Source: an optimization exercise on an open RTL-to-GDS flow (aim: small area, a short achievable clock period and few clock cycles per item). Production flows keep margins and buffers that such runs may drop. Only simulation tests tie the RTL to the original design; equivalence was not proved. Power figures rest on the tool's default switching activity, not on a simulated workload.

==> v26 <==
==> flow/design.v <==
module esp3_codec (
    input  wire        clk,
    input  wire        rst,
    input  wire        teach_en,
    input  wire [31:0] local_addr,
    input  wire        in_valid,
    input  wire [7:0]  in_data,
    output reg         in_ready,
    output reg         res_valid,
    input  wire        res_ready,
    output wire [1:0]  res_status,
    output reg  [1:0]  res_tag,
    output wire [7:0]  res_type,
    output wire [15:0] res_dlen,
    output wire [7:0]  res_olen,
    output wire [63:0] res_head,
    output wire [31:0] res_sender,
    output wire [7:0]  res_rstatus,
    output wire [31:0] res_dest,
    output reg         res_resp,
    output reg         tx_valid,
    input  wire        tx_ready,
    output reg  [7:0]  tx_data,
    output reg         tx_last
);
    localparam [2:0] S_HUNT = 3'd0,   
                     S_HDR  = 3'd1,   
                     S_HCRC = 3'd2,   
                     S_DATA = 3'd3,   
                     S_OPT  = 3'd4,   
                     S_DCRC = 3'd5;   
    function [7:0] crc8;
        input [7:0] c;
        input [7:0] b;
        integer k;
        reg [7:0] x;
        begin
            x = c ^ b;
            for (k = 0; k < 8; k = k + 1)
                x = x[7] ? ((x << 1) ^ 8'h07) : (x << 1);
            crc8 = x;
        end
    endfunction
    reg [2:0]  state;
    reg [1:0]  hcnt;
    reg [15:0] dlen;
    reg [7:0]  olen;
    reg [7:0]  ptype;
    reg [7:0]  crc;
    reg        hdr_ok;
    reg [15:0] rem;       
    reg [3:0]  idx;       
    reg [63:0] head;      
    reg [39:0] win;       
    reg [31:0] dest;      
    reg        bad;
    reg [31:0] la;
    reg [31:0] tx_snd;
    reg        tx_ute;
    reg [4:0]  nx;        
    reg [7:0]  tx_crc;
    reg        tx_lag;    
    wire take    = in_valid && in_ready;
    wire tx_take = tx_valid && tx_ready;
    wire dlen_hi  = |dlen[15:3];                  
    wire [7:0] dgt;                               
    assign dgt[0] = dlen_hi || (dlen[2:0] != 3'd0);
    assign dgt[1] = dlen_hi || (dlen[2:0] > 3'd1);
    assign dgt[2] = dlen_hi || (dlen[2:0] > 3'd2);
    assign dgt[3] = dlen_hi || (dlen[2:0] > 3'd3);
    assign dgt[4] = dlen_hi || (dlen[2:0] > 3'd4);
    assign dgt[5] = dlen_hi || (dlen[2:0] > 3'd5);
    assign dgt[6] = dlen_hi || (dlen[2:0] > 3'd6);
    assign dgt[7] = dlen_hi;
    wire rem_last = (rem == 16'd1);
    wire rem_lo   = (rem[15:3] == 13'd0);         
    wire is_radio = (ptype == 8'h01);
    wire is_ute   = is_radio && dgt[0] && (head[63:56] == 8'hD4);
    wire is_bs4   = is_radio && dgt[4] && (head[63:56] == 8'hA5) && !head[27];
    wire [1:0] tag = !is_radio ? 2'd0 :
                     is_ute    ? 2'd2 :
                     is_bs4    ? 2'd3 : 2'd1;
    wire can_resp = (is_ute && dlen == 16'd13) || (is_bs4 && dlen == 16'd10);
    wire data_ok  = hdr_ok && (in_data == crc);
    wire want     = data_ok && teach_en && can_resp;
    reg [2:0] state_t;
    reg [3:0] idx_t;
    always @(*) begin
        state_t = state;
        idx_t   = idx;
        case (state)
        S_HUNT: if (in_data == 8'h55) state_t = S_HDR;
        S_HDR:  if (hcnt == 2'd3) state_t = S_HCRC;
        S_HCRC: begin
            idx_t = 4'd0;
            state_t = (dlen != 16'd0) ? S_DATA :
                      (olen != 8'd0)  ? S_OPT  : S_DCRC;
        end
        S_DATA: if (rem_last) begin
            idx_t   = 4'd0;
            state_t = (olen != 8'd0) ? S_OPT : S_DCRC;
        end else if (!idx[3])
            idx_t = idx + 4'd1;
        S_OPT: begin
            if (!idx[3]) idx_t = idx + 4'd1;
            if (rem_last) state_t = S_DCRC;
        end
        default: state_t = S_HUNT;
        endcase
    end
    wire [2:0] state_n    = take ? state_t : state;
    wire [3:0] idx_n      = take ? idx_t : idx;
    wire       start      = take && (state == S_DCRC) && want;
    wire       res_pend_n = (res_valid && !res_ready) || (take && state == S_DCRC);
    wire       tx_busy_c  = tx_valid && !(tx_ready && tx_last);
    wire sr_hold = (state != S_HUNT);
    wire sr_take = (state == S_HUNT) ? (in_data == 8'h55) : (state != S_DCRC);
    wire stall_res_n = (res_valid && !res_ready) && (take ? sr_take : sr_hold);
    wire to_dcrc = ((state == S_HCRC) && dlen == 16'd0 && olen == 8'd0) ||
                   ((state == S_DATA) && rem_last && olen == 8'd0) ||
                   ((state == S_OPT) && rem_last);
    wire hd_n = tx_ute ? (tx_take ? (nx < 5'd13) : (nx < 5'd14))
                       : (tx_take ? (nx < 5'd12) : (nx < 5'd13));
    wire sl_cond = can_resp || (!dlen_hi && hd_n && (tx_ute || !dgt[3]));
    wire stall_last_n = tx_busy_c && sl_cond &&
                        (take ? to_dcrc : (state == S_DCRC));
    wire lag_n = tx_lag || !tx_ready;
    wire sh_take = ((state == S_HCRC) && (dlen != 16'd0)) ||
                   ((state == S_DATA) && !rem_last && (idx < 4'd7));
    wire sh_hold = (state == S_DATA) && !idx[3];
    wire stall_head_n = tx_busy_c && lag_n && hd_n && (take ? sh_take : sh_hold);
    wire in_ready_n = !(stall_res_n || stall_head_n || stall_last_n);
    wire [7:0] tx_crc_n = crc8(tx_crc, tx_data);
    wire tail   = (nx >= 5'd14);
    wire sel_h1 = !tx_ute && nx == 5'd10;
    wire sel_h2 = tx_ute ? nx == 5'd8 : nx == 5'd11;
    wire sel_h3 = tx_ute ? nx == 5'd9 : nx == 5'd12;
    wire sel_h4 = tx_ute && nx == 5'd10;
    wire sel_h5 = tx_ute && nx == 5'd11;
    wire sel_h6 = tx_ute && nx == 5'd12;
    wire sel_h7 = tx_ute && nx == 5'd13;
    wire sel_l0 = nx == 5'd14;
    wire sel_l1 = nx == 5'd15;
    wire sel_l2 = nx == 5'd16;
    wire sel_l3 = nx == 5'd17;
    wire sel_s0 = nx == 5'd20;
    wire sel_s1 = nx == 5'd21;
    wire sel_s2 = nx == 5'd22;
    wire sel_s3 = nx == 5'd23;
    wire sel_c  = nx == 5'd26;
    reg  [7:0] tx_const;
    always @(*) begin
        tx_const = 8'h00;
        if (tail) begin
            case (nx)
            5'd19: tx_const = 8'h03;
            5'd24: tx_const = 8'hFF;
            default: ;
            endcase
        end else if (tx_ute) begin
            case (nx)
            5'd2:  tx_const = 8'h0D;
            5'd3:  tx_const = 8'h07;
            5'd4:  tx_const = 8'h01;
            5'd5:  tx_const = 8'hFD;
            5'd6:  tx_const = 8'hD4;
            5'd7:  tx_const = 8'h91;
            default: ;
            endcase
        end else begin
            case (nx)
            5'd5:  tx_const = 8'h0A;
            5'd6:  tx_const = 8'h07;
            5'd7:  tx_const = 8'h01;
            5'd8:  tx_const = 8'hEB;
            5'd9:  tx_const = 8'hA5;
            5'd13: tx_const = 8'hF0;
            default: ;
            endcase
        end
    end
    wire [7:0] tx_next = tx_const |
        ({8{sel_h1}} & head[55:48]) | ({8{sel_h2}} & head[47:40]) |
        ({8{sel_h3}} & head[39:32]) | ({8{sel_h4}} & head[31:24]) |
        ({8{sel_h5}} & head[23:16]) | ({8{sel_h6}} & head[15:8]) |
        ({8{sel_h7}} & head[7:0]) |
        ({8{sel_l0}} & la[31:24]) | ({8{sel_l1}} & la[23:16]) |
        ({8{sel_l2}} & la[15:8])  | ({8{sel_l3}} & la[7:0]) |
        ({8{sel_s0}} & tx_snd[31:24]) | ({8{sel_s1}} & tx_snd[23:16]) |
        ({8{sel_s2}} & tx_snd[15:8])  | ({8{sel_s3}} & tx_snd[7:0]) |
        ({8{sel_c}} & tx_crc_n);
    wire [7:0] dbyte = (state == S_DATA) ? in_data : 8'h00;
    wire [7:0] obyte = (state == S_OPT)  ? in_data : 8'hFF;
    wire dcrc_take = take && (state == S_DCRC);
    wire data_take = take && (state == S_DATA);
    wire opt_take  = take && (state == S_OPT);
    integer i;
    always @(posedge clk) begin
        if (rst) begin
            state     <= S_HUNT;
            in_ready  <= 1'b1;
            res_valid <= 1'b0;
            tx_valid  <= 1'b0;
        end else begin
            state     <= state_n;
            idx       <= idx_n;
            res_valid <= res_pend_n;
            tx_valid  <= tx_busy_c || start;
            in_ready  <= in_ready_n;
            if (!tx_valid) begin
                nx      <= tag[0] ? 5'd4 : 5'd1;
                tx_data <= 8'h55;
                tx_last <= 1'b0;
                tx_crc  <= tag[0] ? 8'h36 : 8'h00;
                tx_lag  <= 1'b0;
            end else if (!tx_ready)
                tx_lag  <= 1'b1;
            if (tx_take) begin
                nx      <= nx + 5'd1;
                tx_data <= tx_next;
                tx_last <= (nx == 5'd26);
                if (nx >= 5'd7)
                    tx_crc <= tx_crc_n;
            end
            if (state == S_DCRC && !tx_valid) begin
                tx_ute <= !tag[0];
                la     <= local_addr;
                tx_snd <= win[39:8];
            end
            if (state == S_DCRC)
                res_tag <= tag;
            if (state == S_HUNT) begin
                hcnt <= 2'd0;
                crc  <= 8'd0;
            end else if (take) begin
                crc <= crc8(crc, in_data);
            end
            if (take && state == S_HDR) begin
                hcnt <= hcnt + 2'd1;
                case (hcnt)
                2'd0: dlen[15:8] <= in_data;
                2'd1: dlen[7:0]  <= in_data;
                2'd2: olen       <= in_data;
                default: ptype   <= in_data;
                endcase
            end
            if (take && state == S_HCRC) begin
                hdr_ok <= (in_data == crc);
                rem    <= (dlen != 16'd0) ? dlen : {8'd0, olen};
            end
            if (data_take)
                rem <= rem_last ? {8'd0, olen} : rem - 16'd1;
            if (opt_take)
                rem <= rem - 16'd1;
            if (dcrc_take) begin
                bad      <= !data_ok;
                res_resp <= want;
            end
            for (i = 0; i < 8; i = i + 1)
                if ((data_take && idx == i) || (dcrc_take && !dgt[i]))
                    head[63-8*i -: 8] <= dbyte;
            for (i = 0; i < 5; i = i + 1)
                if ((data_take && rem_lo && rem[2:0] == 3'd5 - i) ||
                    (dcrc_take && !dgt[5]))
                    win[39-8*i -: 8] <= dbyte;
            for (i = 0; i < 4; i = i + 1)
                if ((opt_take && idx == i + 1) || (dcrc_take && olen < 8'd5))
                    dest[31-8*i -: 8] <= obyte;
        end
    end
    assign res_status  = {bad, bad};
    assign res_type    = ptype;
    assign res_dlen    = dlen;
    assign res_olen    = olen;
    assign res_head    = head;
    assign res_sender  = win[39:8];
    assign res_rstatus = win[7:0];
    assign res_dest    = dest;
endmodule
==> flow/flow/run.sh <==
#!/bin/bash
# The standard layout (the standard.sh, standard synthesis included)
# with two changes to how the layout is made:
#  - each port gets a sky130_fd_sc_hd__buf_1 buffer; the standard flow's
#    buffer_ports picks the clkdlybuf4s50_1 delay cell, which is larger and
#    slower;
#  - clock tree synthesis adds no dummy load cells and builds the tree
#    from clkbuf_8 cells, in clusters of at most 16 sinks.
# make's full output goes to standard.log; ORFS keeps each step's own log
# under orfs/logs/.
set -euo pipefail
cat >> config.mk <<'EOT'
export BUFFER_PORTS_ARGS = -buffer_cell sky130_fd_sc_hd__buf_1
export CTS_ARGS = -sink_clustering_enable -repair_clock_nets -dont_use_dummy_load -buf_list sky130_fd_sc_hd__clkbuf_8 -sink_clustering_size 16 -sink_clustering_max_diameter 50
EOT
bash standard.sh > standard.log 2>&1
==> flow/standard.sh <==
#!/bin/bash
# synth_recipe.tcl (not shown) runs the flow's synth.tcl, then flattens the netlist and writes it again
# the make line also repeats each setting of config.mk as NAME=value (left out here)
make -C /OpenROAD-flow-scripts/flow DESIGN_CONFIG=/design/flow/config.mk WORK_HOME=/design/flow/orfs CLKGATE_MAP_FILE= SYNTH_SCRIPT=/design/flow/synth_recipe.tcl "${@:-finish}"
==> flow/config.mk <==
export PLATFORM = sky130hd
export DESIGN_NAME = esp3_codec
export DESIGN_NICKNAME = esp3_codec
export VERILOG_FILES = /design/flow/design.v
export SDC_FILE = /design/flow/constraint.sdc
export NUM_CORES = 4
export LEC_CHECK = 0
export CAP_MARGIN = 20
export CORE_MARGIN = 2
export CORE_UTILIZATION = 40
export SETUP_SLACK_MARGIN = 3.8
export SLEW_MARGIN = 20
export BUFFER_PORTS_ARGS = -buffer_cell sky130_fd_sc_hd__buf_1
export CTS_ARGS = -sink_clustering_enable -repair_clock_nets -dont_use_dummy_load -buf_list sky130_fd_sc_hd__clkbuf_8 -sink_clustering_size 16 -sink_clustering_max_diameter 50
==> flow/constraint.sdc <==
create_clock -name core_clock -period 6.5 [get_ports {clk}]
set_input_delay 1.3000 -clock core_clock [delete_from_list [all_inputs] [get_ports {clk}]]
set_output_delay 1.3000 -clock core_clock [all_outputs]
set_load 0.01 [all_outputs]
==> v27: changes against v26 <==
--- a/flow/design.v
+++ b/flow/design.v
@@ -42,12 +42,10 @@
         end
     endfunction
     reg [2:0]  state;
-    reg [1:0]  hcnt;
     reg [15:0] dlen;
     reg [7:0]  olen;
     reg [7:0]  ptype;
     reg [7:0]  crc;
-    reg        hdr_ok;
     reg [15:0] rem;       
     reg [3:0]  idx;       
     reg [63:0] head;      
@@ -81,7 +79,7 @@
                      is_ute    ? 2'd2 :
                      is_bs4    ? 2'd3 : 2'd1;
     wire can_resp = (is_ute && dlen == 16'd13) || (is_bs4 && dlen == 16'd10);
-    wire data_ok  = hdr_ok && (in_data == crc);
+    wire data_ok  = !bad && (in_data == crc);
     wire want     = data_ok && teach_en && can_resp;
     reg [2:0] state_t;
     reg [3:0] idx_t;
@@ -90,7 +88,10 @@
         idx_t   = idx;
         case (state)
         S_HUNT: if (in_data == 8'h55) state_t = S_HDR;
-        S_HDR:  if (hcnt == 2'd3) state_t = S_HCRC;
+        S_HDR:  begin
+            idx_t = idx + 4'd1;
+            if (idx[1:0] == 2'd3) state_t = S_HCRC;
+        end
         S_HCRC: begin
             idx_t = 4'd0;
             state_t = (dlen != 16'd0) ? S_DATA :
@@ -230,14 +231,13 @@
             if (state == S_DCRC)
                 res_tag <= tag;
             if (state == S_HUNT) begin
-                hcnt <= 2'd0;
-                crc  <= 8'd0;
+                idx <= 4'd0;
+                crc <= 8'd0;
             end else if (take) begin
                 crc <= crc8(crc, in_data);
             end
             if (take && state == S_HDR) begin
-                hcnt <= hcnt + 2'd1;
-                case (hcnt)
+                case (idx[1:0])
                 2'd0: dlen[15:8] <= in_data;
                 2'd1: dlen[7:0]  <= in_data;
                 2'd2: olen       <= in_data;
@@ -245,7 +245,7 @@
                 endcase
             end
             if (take && state == S_HCRC) begin
-                hdr_ok <= (in_data == crc);
+                bad    <= (in_data != crc);
                 rem    <= (dlen != 16'd0) ? dlen : {8'd0, olen};
             end
             if (data_take)
==> flow/flow/run.sh (replaced) <==
#!/bin/bash
# The standard layout (the standard.sh, standard synthesis included)
# with two changes to how the layout is made:
#  - each port gets a sky130_fd_sc_hd__buf_1 buffer; the standard flow's
#    buffer_ports picks the clkdlybuf4s50_1 delay cell, which is larger and
#    slower;
#  - clock tree synthesis adds no dummy load cells and builds the tree
#    from clkbuf_16 cells at the root and branches and clkbuf_8 cells at the
#    leaves, in clusters of at most 16 sinks.
# make's full output goes to standard.log; ORFS keeps each step's own log
# under orfs/logs/.
set -euo pipefail
cat >> config.mk <<'EOT'
export BUFFER_PORTS_ARGS = -buffer_cell sky130_fd_sc_hd__buf_1
export CTS_ARGS = -sink_clustering_enable -repair_clock_nets -dont_use_dummy_load -buf_list sky130_fd_sc_hd__clkbuf_8 -root_buf sky130_fd_sc_hd__clkbuf_16 -tree_buf sky130_fd_sc_hd__clkbuf_16 -sink_clustering_size 16 -sink_clustering_max_diameter 50
EOT
bash standard.sh > standard.log 2>&1
CORE_UTILIZATION = 50   (was 40)
CTS_ARGS = -sink_clustering_enable -repair_clock_nets -dont_use_dummy_load -buf_list sky130_fd_sc_hd__clkbuf_8 -root_buf sky130_fd_sc_hd__clkbuf_16 -tree_buf sky130_fd_sc_hd__clkbuf_16 -sink_clustering_size 16 -sink_clustering_max_diameter 50   (was -sink_clustering_enable -repair_clock_nets -dont_use_dummy_load -buf_list sky130_fd_sc_hd__clkbuf_8 -sink_clustering_size 16 -sink_clustering_max_diameter 50)
SETUP_SLACK_MARGIN = 4.2   (was 3.8)
TNS_END_PERCENT = 5   (was unset)
==> v34: changes against v26 <==
--- a/flow/design.v
+++ b/flow/design.v
@@ -42,12 +42,10 @@
         end
     endfunction
     reg [2:0]  state;
-    reg [1:0]  hcnt;
     reg [15:0] dlen;
     reg [7:0]  olen;
     reg [7:0]  ptype;
     reg [7:0]  crc;
-    reg        hdr_ok;
     reg [15:0] rem;       
     reg [3:0]  idx;       
     reg [63:0] head;      
@@ -81,7 +79,7 @@
                      is_ute    ? 2'd2 :
                      is_bs4    ? 2'd3 : 2'd1;
     wire can_resp = (is_ute && dlen == 16'd13) || (is_bs4 && dlen == 16'd10);
-    wire data_ok  = hdr_ok && (in_data == crc);
+    wire data_ok  = !bad && (in_data == crc);
     wire want     = data_ok && teach_en && can_resp;
     reg [2:0] state_t;
     reg [3:0] idx_t;
@@ -90,7 +88,10 @@
         idx_t   = idx;
         case (state)
         S_HUNT: if (in_data == 8'h55) state_t = S_HDR;
-        S_HDR:  if (hcnt == 2'd3) state_t = S_HCRC;
+        S_HDR:  begin
+            idx_t = idx + 4'd1;
+            if (idx[1:0] == 2'd3) state_t = S_HCRC;
+        end
         S_HCRC: begin
             idx_t = 4'd0;
             state_t = (dlen != 16'd0) ? S_DATA :
@@ -230,14 +231,13 @@
             if (state == S_DCRC)
                 res_tag <= tag;
             if (state == S_HUNT) begin
-                hcnt <= 2'd0;
-                crc  <= 8'd0;
+                idx <= 4'd0;
+                crc <= 8'd0;
             end else if (take) begin
                 crc <= crc8(crc, in_data);
             end
             if (take && state == S_HDR) begin
-                hcnt <= hcnt + 2'd1;
-                case (hcnt)
+                case (idx[1:0])
                 2'd0: dlen[15:8] <= in_data;
                 2'd1: dlen[7:0]  <= in_data;
                 2'd2: olen       <= in_data;
@@ -245,7 +245,7 @@
                 endcase
             end
             if (take && state == S_HCRC) begin
-                hdr_ok <= (in_data == crc);
+                bad    <= (in_data != crc);
                 rem    <= (dlen != 16'd0) ? dlen : {8'd0, olen};
             end
             if (data_take)
SETUP_SLACK_MARGIN = 4.0   (was 3.8)
==> impl_metrics.py <==
metrics = {
    "status": {
        "status": "no timing/DRC/antenna violations",
    },
    "die": {
        "die_h_microns": 183,
        "fp.dieArea_sq_um": 33400,
        "start_util": 0.406,
        "rows": 65,
    },
    "clock_tree": {
        "cts.clk_slew.worst_paths_ns": 0.08,
    },
    "setup_path": {
        "cp_cell_sequence": "buf_1, nand2_2, a31oi_2, nand4_1, a221oi_1, nand3_1",
        "worst_ep_required_time_ns": 6.77,
        "crit_family": "simple AND/OR/NAND/NOR gates",
        "crit_path_top_delay_cell": "buf_1",
    },
    "yosys": {
        "synth_nets": 990,
        "seq_area_frac_synth": 0.692,
    },
    "pwr": {
        "switching_share": 0.227,
        "switchingPower_uw": 792,
        "total_power_uw": 3480,
        "p_seq_uw": 2140,
    },
    "min_path": {
        "min_to": "tx_snd[10]$_DFFE_PP_",
    },
    "global_routing": {
        "first_global_vias": 8687,
    },
}
the above is filed under v26

==> impl_metrics.py <==
metrics = {
    "status": {
        "status": "no timing/DRC/antenna violations",
    },
    "clock_tree": {
        "cts.clk_slew.worst_paths_ns": 0.09,
    },
    "yosys": {
        "seq_area_frac_synth": 0.681,
        "synth_nets": 987,
    },
    "setup_path": {
        "cp_cell_sequence": "inv_2, ha_4, and4b_2, a222oi_1, nand3_1, or4_1",
        "crit_path_top_delay_cell": "a222oi_1",
        "crit_family": "simple AND/OR/NAND/NOR gates",
    },
    "pwr": {
        "total_power_uw": 3340,
        "switching_share": 0.204,
    },
    "die": {
        "fp.dieArea_sq_um": 27100,
        "rows": 58,
        "die_h_microns": 165,
    },
}
the above is filed under v27

==> impl_metrics.py <==
metrics = {
    "status": {
        "status": "no timing/DRC/antenna violations",
    },
    "die": {
        "die_h_microns": 183,
        "fp.dieArea_sq_um": 33700,
        "rows": 65,
    },
    "pwr": {
        "switchingPower_uw": 681,
        "power_leader": "sequential cells",
        "total_power_uw": 3230,
        "p_seq_uw": 2070,
        "switching_share": 0.211,
    },
    "setup_path": {
        "worst_ep_required_time_ns": 5.20,
        "crit_family": "flip-flops",
        "crit_path_top_delay_cell": "edfxtp_1",
    },
    "finish": {
        "largest_cell_class": "sequential cells",
    },
    "clock_tree": {
        "insertion_delay_ns": 0.65,
    },
    "global_routing": {
        "first_global_vias": 9340,
    },
    "yosys": {
        "seq_area_frac_synth": 0.681,
        "synth_nets": 987,
    },
    "timing": {
        "max_freq_ghz": 0.381,
    },
    "min_path": {
        "min_to": "tx_snd[18]$_DFFE_PP_",
    },
}
the above is filed under v34

Testbench counts of v26, summed over its fixed seeds: cycles 56,415, bytes 55,529.
Testbench counts of v27, summed over its fixed seeds: cycles 56,415, bytes 55,529.
Testbench counts of v34, summed over its fixed seeds: cycles 56,415, bytes 55,529.

## re-timing with driven ports
No port has a modelled driver above. Below, the same layouts with a new extraction and two added sets of constraints.
Step 1 (the two cells are an assumption about what drives the block):
set clk [get_ports {clk}]
set_driving_cell -lib_cell sky130_fd_sc_hd__clkbuf_16 $clk
set_driving_cell -lib_cell sky130_fd_sc_hd__buf_2 [delete_from_list [all_inputs] $clk]
Step 2 also shifts input and output timing later by t, the mid clock arrival at the registers, as if the neighbouring blocks saw the same clock.
a / b / c = no drivers / after step 1 / after step 2; a / b = the first two.
run | t (ns) | slack for setup (ns) | worst hold slack (ns) | clock arrival spread, ns | worst register clock-pin slew, ns
v26 | 0.584 | 3.829 / 3.808 / 3.263 | 0.464 / 0.464 / 0.464 | 0.080 / 0.080 | 0.10 / 0.10
v27 | 0.518 | 3.914 / 3.900 / 3.381 | 0.482 / 0.482 / 0.482 | 0.060 / 0.059 | 0.09 / 0.09
v34 | 0.644 | 3.873 / 3.830 / 3.312 | 0.436 / 0.436 / 0.436 | 0.089 / 0.089 | 0.10 / 0.10
After both steps every run listed still meets setup and hold. The setup slack of v26, which loses most, moves by -0.021 ns with the drivers and by -0.566 ns with both steps.
